This design comes from an exercise in tuning for small area, a short achievable clock period and few clock cycles on the open sky130 flow, not from production work.
In this exercise RTL edits were held to simulation tests only and were not proved equivalent to the original.
Power is estimated from default activity; no workload was simulated.

== run 1 ==
## pipe_engine
module pipe_engine (
    input  wire         clk,
    input  wire         rst,           
    input  wire [1:0]   cfg_policy,    
    input  wire         cfg_exe_fwd,   
    input  wire         cfg_mem_fwd,   
    input  wire         cmd_valid,
    output wire         cmd_ready,
    input  wire [69:0]  cmd,
    input  wire [3:0]   tr_status,     
    input  wire [195:0] tr_rec,        
    output wire         rsp_valid,
    output reg          rsp_ok,
    output reg  [63:0]  rsp_val,
    output reg  [1:0]   rsp_pulls      
);
Size in the first run: about 4,600 cells after synthesis, about 680 flip-flops, ~37,000 um^2 of cells after synthesis.
==> flow/config.mk <==
export PLATFORM = sky130hd
export DESIGN_NAME = pipe_engine
export DESIGN_NICKNAME = pipe_engine
export VERILOG_FILES = /design/flow/design.v
export SDC_FILE = /design/flow/constraint.sdc
export NUM_CORES = 4
export LEC_CHECK = 0
export CAP_MARGIN = 20
export CORE_MARGIN = 2
export CORE_UTILIZATION = 40
export PLACE_DENSITY = 0.6
export SETUP_SLACK_MARGIN = 3
export SLEW_MARGIN = 20
==> flow/constraint.sdc <==
create_clock -name core_clock -period 12.0 [get_ports {clk}]
set_input_delay 2.4000 -clock core_clock [delete_from_list [all_inputs] [get_ports {clk}]]
set_output_delay 2.4000 -clock core_clock [all_outputs]
set_load 0.01 [all_outputs]
run.sh (not shown) runs the stock make flow with config.mk's settings and CLKGATE_MAP_FILE= SYNTH_SCRIPT=/design/flow/synth_recipe.tcl, a recipe that flattens the netlist after the stock synthesis.
Per the final summary, run 1 finished and its layout is clean on timing, DRC and antenna.
Testbench counts of run 1, summed over its fixed seeds: cycles 12,000.
Inputs modified between run 1 and run 2:
Settings: putting CTS_CLUSTER_DIAMETER at 80 where nothing was set; putting CTS_BUF_LIST at sky130_fd_sc_hd__clkbuf_16 where nothing was set; putting CTS_CLUSTER_SIZE at 24 where nothing was set; swapping 3 for 5 in SETUP_SLACK_MARGIN.
## What came out
- A cell type of the slowest stage on the worst timing path of clkdlybuf4s50_1 is what run 1 shows, while and4b_4 belongs to run 2.
- Run 1 → run 2: design area +3.2%, number of standard cells in the final layout excluding fillers shows an increase of 29, worst hold-check slack grew by 11 ps, maximum fanout along the worst path has decreased, number of buffer and inverter stages on the critical path now larger.
- In run 2 the critical path depth turned out 3 higher than in run 1.
- Taking run 1 as the reference, in run 2 power moved down; global-route wire length before repair moved up; met1 usage moved up.
### run 2 -> run 3
Settings: CTS_BUF_LIST: sky130_fd_sc_hd__clkbuf_16 -> unset; CTS_CLUSTER_SIZE: 24 -> unset; CTS_CLUSTER_DIAMETER: 80 -> unset; CORE_UTILIZATION: 40 -> 55; PLACE_DENSITY: 0.6 -> 0.7.
- Looking at fraction of area in registers, run 3 sits 0.41 points lower than run 2 does.
- Of run 3 and run 2, the lower cell total after placement belongs to run 3.
- Looking at worst setup margin, run 3 sits 68 ps lower than run 2 does.
- Share of total power consumed by net switching, run 3 and run 2: larger value in run 2
diff inputs: run 3 => run 4
Settings: CORE_UTILIZATION: 55 -> 40; PLACE_DENSITY: 0.7 -> 0.6.
Notes after the runs:
- Looking at number of cells on the critical path, run 4 sits above run 3.
- Run 4 vs. run 3: total of cells resized after clock tree synthesis went down; final area now sits higher.
- Run 4 vs run 3 on global-route wire length before repair: run 4 is the higher one.
- Run 4 drops fewer vias than run 3.
- | count of mapped cells out of synthesis | run 4 vs run 3 | ≈ equal |
- Run 4 ends up with a number of antenna violations at the first check in global routing that is 2 lower than in run 3.
- Against run 3, setup slack of the most critical reg-to-reg path in run 4 came out worse.
- Power: run 4 worse than run 3
- Relative to run 3, share of total power in the clock network increased by 0.2 points in run 4.
> inputs changed (run 4 -> run 5)
Settings: CTS_CLUSTER_SIZE: unset -> 24; CTS_BUF_LIST: unset -> sky130_fd_sc_hd__clkbuf_16; CTS_CLUSTER_DIAMETER: unset -> 80.
==> flow/flow/run.sh (new file) <==
#!/bin/bash
# Standard layout (standard.sh), with one change: ORFS's synthesis runs a
# copy of the ORFS scripts folder whose ABC mapping script is
# flow/abc_speed.script (area-recovering mapping, no ABC buffering/sizing;
# OpenROAD's repair steps size and buffer afterwards). Registers, their
# names and cell types are those of the standard synthesis: ABC maps only
# the combinational logic.
set -euo pipefail
cd "$(dirname "$0")/.."
rm -rf scripts_mod
cp -r "$FLOW_HOME/scripts" scripts_mod
cp flow/abc_speed.script scripts_mod/abc_speed.script
bash standard.sh SCRIPTS_DIR="$PWD/scripts_mod" finish > make_finish.log 2>&1
==> flow/flow/abc_speed.script (new file) <==
&get -n
&st
&syn2
&dch
&nf -R 30
&put
==> flow/standard.sh (new file) <==
#!/bin/bash
# synth_recipe.tcl (not shown) runs the flow's synth.tcl, then flattens the netlist and writes it again
# the make line also repeats each setting of config.mk as NAME=value (left out here)
make -C /OpenROAD-flow-scripts/flow DESIGN_CONFIG=/design/flow/config.mk WORK_HOME=/design/flow/orfs CLKGATE_MAP_FILE= SYNTH_SCRIPT=/design/flow/synth_recipe.tcl "${@:-finish}"
removed: flow/run.sh
[summary]
The flow did not stop early for run 5: all stages ran, and the layout cleared the timing, design-rule and antenna checks. Cmp run 4 and run 5 / routed wire length / lower: run 5. Count of placed standard cells in the final layout, fillers left out went down by a few percent going from run 4 to run 5. Run 5 vs. run 4: met1 routing resource usage after global routing increased 0.23 points; power share of the clock group decreased by 9.1 points relative to the old numbers; transition time at the pin with the least slew margin higher. Run 5 does better than run 4 on cell area. Die: run 5 smaller than run 4. Compared to run 4, run 5 has DRC marker count from the first detailed-route iteration about 15% lower. Against run 4, sum of met2 wire segment lengths after detailed routing in run 5 fell by a few percent. Looking only at power share of the combinational group, and setting everything else aside, the higher value of run 4 and run 5 goes to run 5.

* * *

Setup of try-garnet:
pipe_engine, a different RTL version from the one above (not shown whole).
Size in the first run: about 2700 cells after synthesis, roughly 29000 sq um of cells after synthesis.
// pipe_engine
module pipe_engine (
    input  wire         clk,
    input  wire         rst,           
    input  wire [1:0]   cfg_policy,    
    input  wire         cfg_exe_fwd,   
    input  wire         cfg_mem_fwd,   
    input  wire         cmd_valid,
    output wire         cmd_ready,
    input  wire [69:0]  cmd,
    input  wire [3:0]   tr_status,     
    input  wire [195:0] tr_rec,        
    output wire         rsp_valid,
    output reg          rsp_ok,
    output reg  [63:0]  rsp_val,
    output reg  [1:0]   rsp_pulls      
);
export LEC_CHECK = 0
export CAP_MARGIN = 20
export CORE_MARGIN = 2
export CORE_UTILIZATION = 40
export CTS_BUF_LIST = sky130_fd_sc_hd__clkbuf_16
export CTS_CLUSTER_DIAMETER = 80
export CTS_CLUSTER_SIZE = 24
export PLACE_DENSITY = 0.6
export SETUP_SLACK_MARGIN = 4.5
export SLEW_MARGIN = 20
create_clock -name core_clock -period 12.0 [get_ports {clk}]
Stock flow here: none of the scripts above is used.
try-garnet | status: complete | timing, DRC, antenna: pass
Testbench counts of try-garnet, summed over its fixed seeds: cycles 12,016.
Here is what was changed in the inputs of try-cedar compared with try-garnet.
- SETUP_SLACK_MARGIN changed from 4.5 to 5
==> comparison <==
In the tables for try-cedar and try-garnet, non-clock buffering overhead in the final layout reads higher with try-cedar.
The slowest stage cell on the critical path comes out sky130_fd_sc_hd__and3_4 in one run and sky130_fd_sc_hd__or3b_4 in the other, namely in try-cedar and try-garnet respectively.
Going from try-garnet to try-cedar, core utilization grows by 3.3 points.
Against try-garnet, least setup slack across all paths after layout in try-cedar came out better.
diff inputs: try-cedar => try-nickel
- swapping 24 for 32 in CTS_CLUSTER_SIZE
- swapping 80 for 100 in CTS_CLUSTER_DIAMETER
[summary]
try-nickel improves on try-cedar in peak supply drop. In the tables for try-nickel and try-cedar, total power reads lower with try-nickel. Summary of try-nickel over try-cedar: via density per instance held; fmax went down 0.97%; part of the total power dissipated in the clock network -2.3 points; final critical-path required period went up 0.070 ns; biggest cell delay along the critical path shows a reduction of 0.04 ns. try-nickel against try-cedar: final number of setup-violating endpoints ~0 delta; multi-input combinational gate total ~0 delta; number of buffers inserted by port buffering ~0 delta. The final layout from try-cedar, which completed every stage, passed the timing, design-rule and antenna checks at the end of the flow. try-nickel went all the way through the flow, and no timing, DRC or antenna check failed.

* * *

main:
pipe_engine again, from the RTL that the note above started with.
// pipe_engine
module pipe_engine (
    input  wire         clk,
    input  wire         rst,           
    input  wire [1:0]   cfg_policy,    
    input  wire         cfg_exe_fwd,   
    input  wire         cfg_mem_fwd,   
    input  wire         cmd_valid,
    output wire         cmd_ready,
    input  wire [69:0]  cmd,
    input  wire [3:0]   tr_status,     
    input  wire [195:0] tr_rec,        
    output wire         rsp_valid,
    output reg          rsp_ok,
    output reg  [63:0]  rsp_val,
    output reg  [1:0]   rsp_pulls      
);
    localparam R_OP    = 64;    
    localparam R_S1    = 67;    
    localparam R_S1N   = 75;
    localparam R_S2    = 76;    
    localparam R_S2N   = 84;
    localparam R_D     = 85;    
    localparam R_DN    = 93;
    localparam R_CCR   = 94;
    localparam R_CCW   = 95;
    localparam R_MEM   = 96;
    localparam R_BR    = 97;
    reg [1:0]  policy;
    reg        exe_fwd, mem_fwd;
    reg        fe_v   [0:1];
    reg        fe_m   [0:1];
    reg [2:0]  fe_op  [0:1];
    reg [7:0]  fe_d   [0:1];
    reg        fe_q   [0:1];
    reg        fe_ccw [0:1];
    reg        fe_dO  [0:1];
    reg [1:0]  fe_dI  [0:1];
    reg [1:0]  fe_dE  [0:1];
    reg        fe_o1;               
    reg        id_v   [0:1];
    reg        id_st  [0:1];
    reg        id_m   [0:1];
    reg [2:0]  id_op  [0:1];
    reg [7:0]  id_d   [0:1];
    reg        id_q   [0:1];
    reg        id_ccw [0:1];
    reg        ex_v   [0:1];
  ...
make LEC_CHECK=0 CAP_MARGIN=20 CORE_MARGIN=2 CORE_UTILIZATION=40 CTS_BUF_LIST=sky130_fd_sc_hd__clkbuf_16 CTS_CLUSTER_DIAMETER=80 CTS_CLUSTER_SIZE=24 PLACE_DENSITY=0.6 SETUP_SLACK_MARGIN=4.75 SLEW_MARGIN=20 finish   # period 12.0 ns
Testbench counts of main, summed over its fixed seeds: cycles 12,016.
Here is what was changed in the inputs of the feature branch compared with main.
diff --git a/flow/config.mk b/flow/config.mk
--- a/flow/config.mk
+++ b/flow/config.mk
@@ -10 +10 @@
-export CORE_UTILIZATION = 40
+export CORE_UTILIZATION = 50
@@ -14 +14 @@
-export PLACE_DENSITY = 0.6
+export PLACE_DENSITY = 0.7
- Post-route met1 wirelength: the feature branch vs main down about 6%
- The feature branch vs. main: placement-stage worst setup slack moved down; clock share of power moved down; length of the first detailed-routing pass in iterations moved up; utilization moved up; count of vias placed by the detailed router level.
- Looking at power in the clock group, the feature branch sits below main.
- There was hardly any difference in achievable clock frequency between main and the feature branch.
- Between the feature branch and main, the global-route wire length before repair is lower for the feature branch.

-- re-timing with driven ports --
In the flow no input, the clock included, has a driving cell. The finished layouts below were timed again as built, in two steps.
Step 1 assumes that a clkbuf_16 drives the clock port and a buf_2 every other input.
Step 2 moves the port delays by t, midway between the first and last clock arrival at a register: inputs arrive t later, outputs are due t later. That takes back most of the time a late clock gives input paths.
a / b / c = ideal / step 1 / step 2; a / b = the first two.
| run | shift t [ns] | slack for setup (ns) | latest minus earliest clock arrival (ns) | worst register clock-pin slew, ns | cell pins on the clock port's net |
|---|---|---|---|---|---|
| run 1 | 0.703 | 3.023 / 2.993 / 2.993 | 0.030 / 0.030 | 0.06 / 0.06 | 1 |
| run 2 | 0.675 | 4.947 / 4.770 / 4.645 | 0.038 / 0.038 | 0.10 / 0.10 | 1 |
| run 3 | 0.693 | 4.879 / 4.835 / 4.661 | 0.025 / 0.025 | 0.07 / 0.07 | 1 |
| run 4 | 0.704 | 4.968 / 4.870 / 4.571 | 0.037 / 0.036 | 0.06 / 0.06 | 1 |
| run 5 | 0.671 | 4.916 / 4.847 / 4.589 | 0.053 / 0.053 | 0.10 / 0.10 | 1 |
| try-garnet | 0.676 | 4.583 / 4.562 / 4.562 | 0.049 / 0.049 | 0.10 / 0.10 | 1 |
| try-cedar | 0.679 | 4.839 / 4.794 / 4.794 | 0.059 / 0.059 | 0.10 / 0.10 | 1 |
| try-nickel | 0.663 | 4.769 / 4.717 / 4.717 | 0.047 / 0.046 | 0.12 / 0.12 | 1 |
| main | 0.676 | 4.727 / 4.696 / 4.696 | 0.050 / 0.051 | 0.10 / 0.10 | 1 |
| the feature branch | 0.671 | 4.737 / 4.695 / 4.695 | 0.024 / 0.023 | 0.10 / 0.10 | 1 |
After both steps every run listed still meets setup and hold. The setup slack of run 4, which loses most, moves by -0.098 ns with the drivers and by -0.397 ns with both steps.
